This is an optimization exercise on Yosys and OpenROAD, whose aim is small area, a short achievable clock period and few clock cycles, not a production implementation. Where RTL was checked, it was by simulation tests only, not by an equivalence proof against the original. Power is estimated from default activity; no workload was simulated.

Design fpga_disp_ctrl, start of the top module:
module fpga_disp_ctrl (
  input  wire        clk,
  input  wire        rst,        
  input  wire        ev_valid,
  output wire        ev_ready,
  input  wire [2:0]  ev_type,
  input  wire [7:0]  ev_data,
  output reg         intn,
  output reg         cdone,
  output reg         redraw,
  output reg         fb_we,
  output reg  [14:0] fb_addr,
  output reg  [7:0]  fb_data
);
==> flow/config.mk <==
export PLATFORM = sky130hd
export DESIGN_NAME = fpga_disp_ctrl
export DESIGN_NICKNAME = fpga_disp_ctrl
export VERILOG_FILES = /design/flow/design.v
export SDC_FILE = /design/flow/constraint.sdc
export NUM_CORES = 4
export LEC_CHECK = 0
export ABC_AREA = 1
export CAP_MARGIN = 20
export CORE_MARGIN = 2
export CORE_UTILIZATION = 40
export CTS_BUF_LIST = sky130_fd_sc_hd__clkbuf_8
export SETUP_SLACK_MARGIN = 5
export SLEW_MARGIN = 20
export SYNTH_HIERARCHICAL = 1
export SYNTH_MINIMUM_KEEP_SIZE = 0
==> flow/constraint.sdc <==
create_clock -name core_clock -period 8.0 [get_ports {clk}]
set_input_delay 1.6000 -clock core_clock [delete_from_list [all_inputs] [get_ports {clk}]]
set_output_delay 1.6000 -clock core_clock [all_outputs]
set_load 0.01 [all_outputs]
standard.sh (not shown) runs the stock make flow with config.mk's settings and CLKGATE_MAP_FILE= SYNTH_SCRIPT=/design/flow/synth_recipe.tcl, a recipe that flattens the netlist after the stock synthesis.
==> flow/flow/run.sh <==
#!/bin/bash
# Layout flow: the standard ORFS flow (standard.sh: ORFS synthesis with
# synth_recipe.tcl, floorplan, power grid, tap cells, placement, CTS, routing),
# with these changes, all passed to make as VAR=value:
#  - synthesis runs synth_recipe.tcl through flow/synth_abc.tcl, which only
#    swaps ABC's mapping script for flow/area.abc (an area-oriented mapping;
#    the flip-flops are mapped before ABC and stay as synth_recipe.tcl maps them);
#  - ADDER_MAP_FILE is empty, so adders are left to ABC as plain gates;
#  - the port buffers are plain buffers (buffer_ports -buffer_cell);
#  - any further settings in flow/extra.env, one VAR=value per line.
# make's full output goes to orfs_flow.log here; ORFS writes each step's log
# under orfs/logs/.
set -euo pipefail
here=$(pwd)
export FLOW_SYNTH_TCL="$here/synth_recipe.tcl"
export FLOW_ABC_SCRIPT="$here/flow/area.abc"
extra=("SYNTH_SCRIPT=$here/flow/synth_abc.tcl" "ADDER_MAP_FILE="
       "BUFFER_PORTS_ARGS=-buffer_cell sky130_fd_sc_hd__buf_2")
if [[ -f flow/extra.env ]]; then
  while IFS= read -r line; do
    [[ -z "$line" || "$line" == \#* ]] && continue
    extra+=("$line")
  done < flow/extra.env
fi
bash standard.sh "${extra[@]}" finish > "$here/orfs_flow.log" 2>&1
==> flow/flow/area.abc <==
strash
dch
map -a
topo
dnsize
==> flow/flow/extra.env <==
SETUP_SLACK_MARGIN=5.25
BUFFER_PORTS_ARGS=-buffer_cell sky130_fd_sc_hd__buf_1
==> flow/flow/synth_abc.tcl <==
# The standard flow's synthesis script (synth_recipe.tcl, unchanged), with the ABC
# technology-mapping script replaced by the one in FLOW_ABC_SCRIPT. ABC maps
# only the combinational logic; the flip-flops are mapped before it.
proc abc {args} {
  set i [lsearch -exact $args -script]
  if {$i >= 0 && [info exists ::env(FLOW_ABC_SCRIPT)]} {
    lset args [expr {$i + 1}] $::env(FLOW_ABC_SCRIPT)
  }
  yosys abc {*}$args
}
source $::env(FLOW_SYNTH_TCL)
The baseline finished with timing, DRC and antenna clean.
Testbench counts at the start, summed over its fixed seeds: cycles 661,407.
Then changed:
==> flow/flow/area.abc (replaced) <==
strash
dch -f
map -a
strash
dch -f
map -a
strash
dch -f
map -a
topo
dnsize
==> flow/flow/extra.env (replaced) <==
SETUP_SLACK_MARGIN=5.15
BUFFER_PORTS_ARGS=-buffer_cell sky130_fd_sc_hd__buf_1
Via count shrinks by about 4%.
Worst hold slack got worse by 9.1 ps.
Maximum frequency came out lower by about 2.7%.
Sequential cell count does not change.
Combinational power barely changes.
Then changed:
==> flow/flow/extra.env (replaced) <==
SETUP_SLACK_MARGIN=5.25
BUFFER_PORTS_ARGS=-buffer_cell sky130_fd_sc_hd__buf_1
--- a/flow/config.mk
+++ b/flow/config.mk
@@ -14,3 +14 @@
 export SLEW_MARGIN = 20
-export SYNTH_HIERARCHICAL = 1
-export SYNTH_MINIMUM_KEEP_SIZE = 0
The changed run completed without violations.
Critical path depth falls by 3.
Hold slack improves by 21 ps.
Clock power rises by about a fifth.
Die area falls by a few percent.
Maximum frequency falls by a few percent.
Then changed:
==> flow/flow/area.abc (replaced) <==
strash
dch -f
map -a
strash
dch -f
map -a
strash
dch -f
map -a
strash
dch -f
map -a
strash
dch -f
map -a
topo
dnsize
--- a/flow/config.mk
+++ b/flow/config.mk
@@ -14 +14,3 @@
 export SLEW_MARGIN = 20
+export SYNTH_HIERARCHICAL = 1
+export SYNTH_MINIMUM_KEEP_SIZE = 0
What happened: The changed run finished clean; non-clock buffer count is lower by 10; clock-buffer cell count does not change; setup slack improved by 140 ps; global-route usage is lower by 1.2 points; cell area is lower by 3.9%; sequential cell count stays the same; core utilization is lower by 5.4 points; combinational power is lower by 39%; final cell count is higher by 8.4%; die area is higher by 5.4%.

========
== juniper ==
The RTL this note starts from:
==> flow/design.v <==
module fpga_disp_ctrl (
  input  wire        clk,
  input  wire        rst,        
  input  wire        ev_valid,
  output wire        ev_ready,
  input  wire [2:0]  ev_type,
  input  wire [7:0]  ev_data,
  output reg         intn,
  output reg         cdone,
  output reg         redraw,
  output reg         fb_we,
  output reg  [14:0] fb_addr,
  output reg  [7:0]  fb_data
);
  localparam [2:0] S_PROG  = 3'd0,
                   S_CMD   = 3'd1,
                   S_PARAM = 3'd2,
                   S_SCENE = 3'd3,
                   S_LINE  = 3'd4,
                   S_DATA  = 3'd5;
  localparam [1:0] C_MATCH = 2'd0,    
                   C_SKIP  = 2'd1,    
                   C_SET0  = 2'd2,    
                   C_SET1  = 2'd3;    
  localparam [14:0] A_TOP = 15'd25308;
  reg        rdy;           
  reg [2:0]  st;
  reg        set0;          
  reg        cs, rst_l, sclk;
  reg [5:0]  scnt;          
  reg [8:0]  cnt;
  reg [1:0]  cmode;
  reg [4:0]  cpos;          
  assign ev_ready = rdy;
  wire       acc    = ev_valid && rdy;
  wire [7:0] b      = ev_data;
  wire       e_byte = acc && ev_type == 3'd0 && cs;
  wire       e_cs   = acc && ev_type == 3'd1 && b[0] != cs;
  wire       e_sclk = acc && ev_type == 3'd2;
  wire       e_rst  = acc && ev_type == 3'd3 && b[0] != rst_l;
  wire       e_rend = acc && ev_type == 3'd4;
  wire       s_prog  = st == S_PROG;
  wire       s_cmd   = st == S_CMD;
  wire       s_param = st == S_PARAM;
  wire       s_scene = st == S_SCENE;
  wire       s_line  = st == S_LINE;
  wire       s_data  = st == S_DATA;
  reg [7:0] exp_c;
  always @(*) begin
    case (cpos)
      5'd0: exp_c = "D";  5'd1: exp_c = "a";  5'd2: exp_c = "t";
      5'd3: exp_c = "e";  5'd4: exp_c = ":";  5'd5: exp_c = " ";
      5'd6: exp_c = "D";  5'd7: exp_c = "e";  5'd8: exp_c = "c";
      5'd9: exp_c = " ";  5'd10: exp_c = "1"; 5'd11: exp_c = "0";
      5'd12: exp_c = " "; 5'd13: exp_c = "2"; 5'd14: exp_c = "0";
      5'd15: exp_c = "1"; 5'd16: exp_c = "4"; 5'd17: exp_c = " ";
      5'd18: exp_c = "0"; 5'd19: exp_c = "8"; 5'd20: exp_c = ":";
      5'd21: exp_c = "3"; 5'd22: exp_c = "0";
      default: exp_c = 8'h00;
    endcase
  end
  wire [7:0] lo      = fb_addr[7:0];
  wire       col_end = cnt[7:0] == 8'd172;          
  wire [14:0] a_adj  = A_TOP + ((lo < 8'd148) ? lo : 8'd0) + col_end;
  task complete;
    begin
      intn <= 1'b0;
      st   <= S_CMD;
    end
  endtask
  always @(posedge clk) begin
    if (rst) begin
      rdy    <= 1'b1;
      st     <= S_PROG;
      set0   <= 1'b0;
      cs     <= 1'b0;
      rst_l  <= 1'b0;
      sclk   <= 1'b0;
      scnt   <= 6'd0;
      cnt    <= 9'd0;
      cmode  <= C_MATCH;
      cpos   <= 5'd0;
      intn   <= 1'b1;
      cdone  <= 1'b0;
      redraw <= 1'b0;
      fb_we  <= 1'b0;
    end else begin
      fb_we <= 1'b0;
      if (fb_we)
        fb_addr <= col_end ? a_adj : fb_addr - 15'd148;
      if (!rdy) begin
        fb_we <= 1'b1;
        cnt   <= col_end ? 9'd1 : cnt + 9'd1;
        if (col_end) cmode[1] <= (lo >= 8'd49) && (lo <= 8'd96);
        if (cmode[0])
          fb_data <= (cmode[1] && cnt[7:0] >= 8'd62 && cnt[7:0] <= 8'd109) ? 8'hFC : 8'h00;
        if (fb_addr == 15'd295) rdy <= 1'b1;          
      end
      if (e_byte) begin
        case (st)
          S_PROG: begin
            if (!cnt[8]) begin
              cnt <= cnt + 9'd1;
              if (cnt[8:1] != 8'd0) begin
                case (cmode)
                  C_MATCH: begin
                    if (b == 8'h00) begin
                      if (cpos >= 5'd5) cmode <= C_SET1;
                      else cpos <= 5'd0;
                    end else if (b == exp_c) begin
                      cpos <= cpos + 5'd1;
                      if (cpos == 5'd22) cmode <= C_SET0;
                    end else begin
                      cmode <= (cpos < 5'd5) ? C_SKIP : C_SET1;
                    end
                  end
                  C_SKIP: begin
                    if (b == 8'h00) begin
                      cmode <= C_MATCH;
                      cpos  <= 5'd0;
                    end
                  end
                  default: ;
                endcase
              end
            end
          end
          S_CMD: begin
            intn <= 1'b1;
            if (set0) begin
              if (b == 8'h01) begin st <= S_PARAM; cnt <= 9'd0; end
              else if (b == 8'h04) st <= S_SCENE;
              else complete;
            end else begin
              if (b == 8'h00) ;
              else if (b == 8'h01) st <= S_LINE;
              else if (b == 8'h02) begin redraw <= 1'b1; complete; end
              else complete;
            end
          end
          S_PARAM: begin
            if (cnt[1:0] == 2'd3) complete;
            else cnt <= cnt + 9'd1;
          end
          S_SCENE: begin
            complete;
            if (b[7:2] == 6'd0) begin
              redraw  <= 1'b1;
              rdy     <= 1'b0;
              cmode   <= {1'b0, b[1:0] == 2'd1};
              fb_we   <= 1'b1;
              fb_addr <= A_TOP;
              fb_data <= (b[1:0] == 2'd2) ? 8'h30 : (b[1:0] == 2'd3) ? 8'h0C : 8'h00;
              cnt     <= 9'd1;
            end
          end
          S_LINE: begin
            fb_addr <= {7'd0, b};
            cnt     <= 9'd240;
            st      <= S_DATA;
            intn    <= 1'b1;
          end
          default: begin             
            if (cnt[7:0] == 8'd188) begin
              st   <= S_LINE;
              intn <= 1'b0;
            end else begin
              if (cnt[7:0] == 8'd240) fb_addr <= a_adj;
              if (cnt[7:0] < 8'd172) begin
                fb_we   <= 1'b1;
                fb_data <= b;
              end
              cnt <= cnt + 9'd1;
            end
          end
        endcase
      end
      if (e_cs) begin
        cs <= b[0];
        if (!b[0] && !s_prog) complete;
      end
      if (e_sclk) begin
        sclk <= b[0];
        if (!sclk && b[0] && !cs && s_prog) begin
          scnt <= scnt + 6'd1;
          if (scnt == 6'd50) begin
            cdone <= 1'b1;
            set0  <= (cmode == C_SET0);
            complete;
          end
        end
      end
      if (e_rst) begin
        rst_l <= b[0];
        if (b[0]) begin
          cdone <= 1'b0;
        end else begin
          intn  <= 1'b1;
          scnt  <= 6'd0;
          st    <= S_PROG;
          cnt   <= 9'd0;
          cmode <= C_MATCH;
          cpos  <= 5'd0;
          set0  <= 1'b0;
        end
      end
      if (e_rend) redraw <= 1'b0;
    end
  end
endmodule
Settings: LEC_CHECK=0, ABC_CLOCK_PERIOD_IN_PS=2500, CAP_MARGIN=20, CORE_MARGIN=2, CORE_UTILIZATION=40, SETUP_SLACK_MARGIN=5, SLEW_MARGIN=20; clock period 8.0 ns.
run.sh (not shown) runs the stock make flow with config.mk's settings and CLKGATE_MAP_FILE= SYNTH_SCRIPT=/design/flow/synth_recipe.tcl, a recipe that flattens the netlist after the stock synthesis.
Stock flow here: none of the scripts above is used.
juniper finished all stages; the layout is clean.
--- input diff juniper..fjord ---
Settings: ABC_CLOCK_PERIOD_IN_PS no longer set, was 2500.
## What came out
- From fjord to juniper, area taken by multi-input logic gates did not move at all.
- As far as count of distinct cell types in the synthesized netlist goes, juniper and fjord are indistinguishable; the numbers are identical.
- Taking juniper as the reference, in fjord core utilization did not really move; cell count after synthesis did not really move; count of final setup violators did not really move.
No functional check of the RTL was part of any run of this note.

==> what the ideal ports hide <==
How much do the figures lean on ideal ports? The routed layouts below were timed once more, with nothing changed but the port constraints. Step 1 assumes that a clkbuf_16 drives the clock port and a buf_2 every other input. Step 2 times the ports against the registers' clock, not the clock port: input delays grow and output delays shrink by t, the midpoint of the rising clock arrivals with the driver on. Slacks: ideal ports / drivers / drivers and shift; pairs: ideal ports / drivers.
run | t (ns) | setup slack, ns | hold WS [ns] | worst setup path after step 2
the first run of note 1 | 0.337 | 5.346 / 5.337 / 5.043 | 0.475 / 0.475 / 0.475 | input to register
the second run of note 1 | 0.332 | 5.273 / 5.273 / 4.995 | 0.466 / 0.466 / 0.466 | input to register
the third run of note 1 | 0.327 | 5.155 / 5.139 / 4.813 | 0.487 / 0.487 / 0.487 | input to register
the fourth run of note 1 | 0.336 | 5.298 / 5.265 / 5.050 | 0.476 / 0.476 / 0.476 | input to register
juniper | 0.382 | 4.506 / 4.503 / 4.122 | 0.531 / 0.531 / 0.531 | input to register
fjord | 0.382 | 4.506 / 4.503 / 4.122 | 0.531 / 0.531 / 0.531 | input to register
After both steps setup and hold are still met in every run listed.
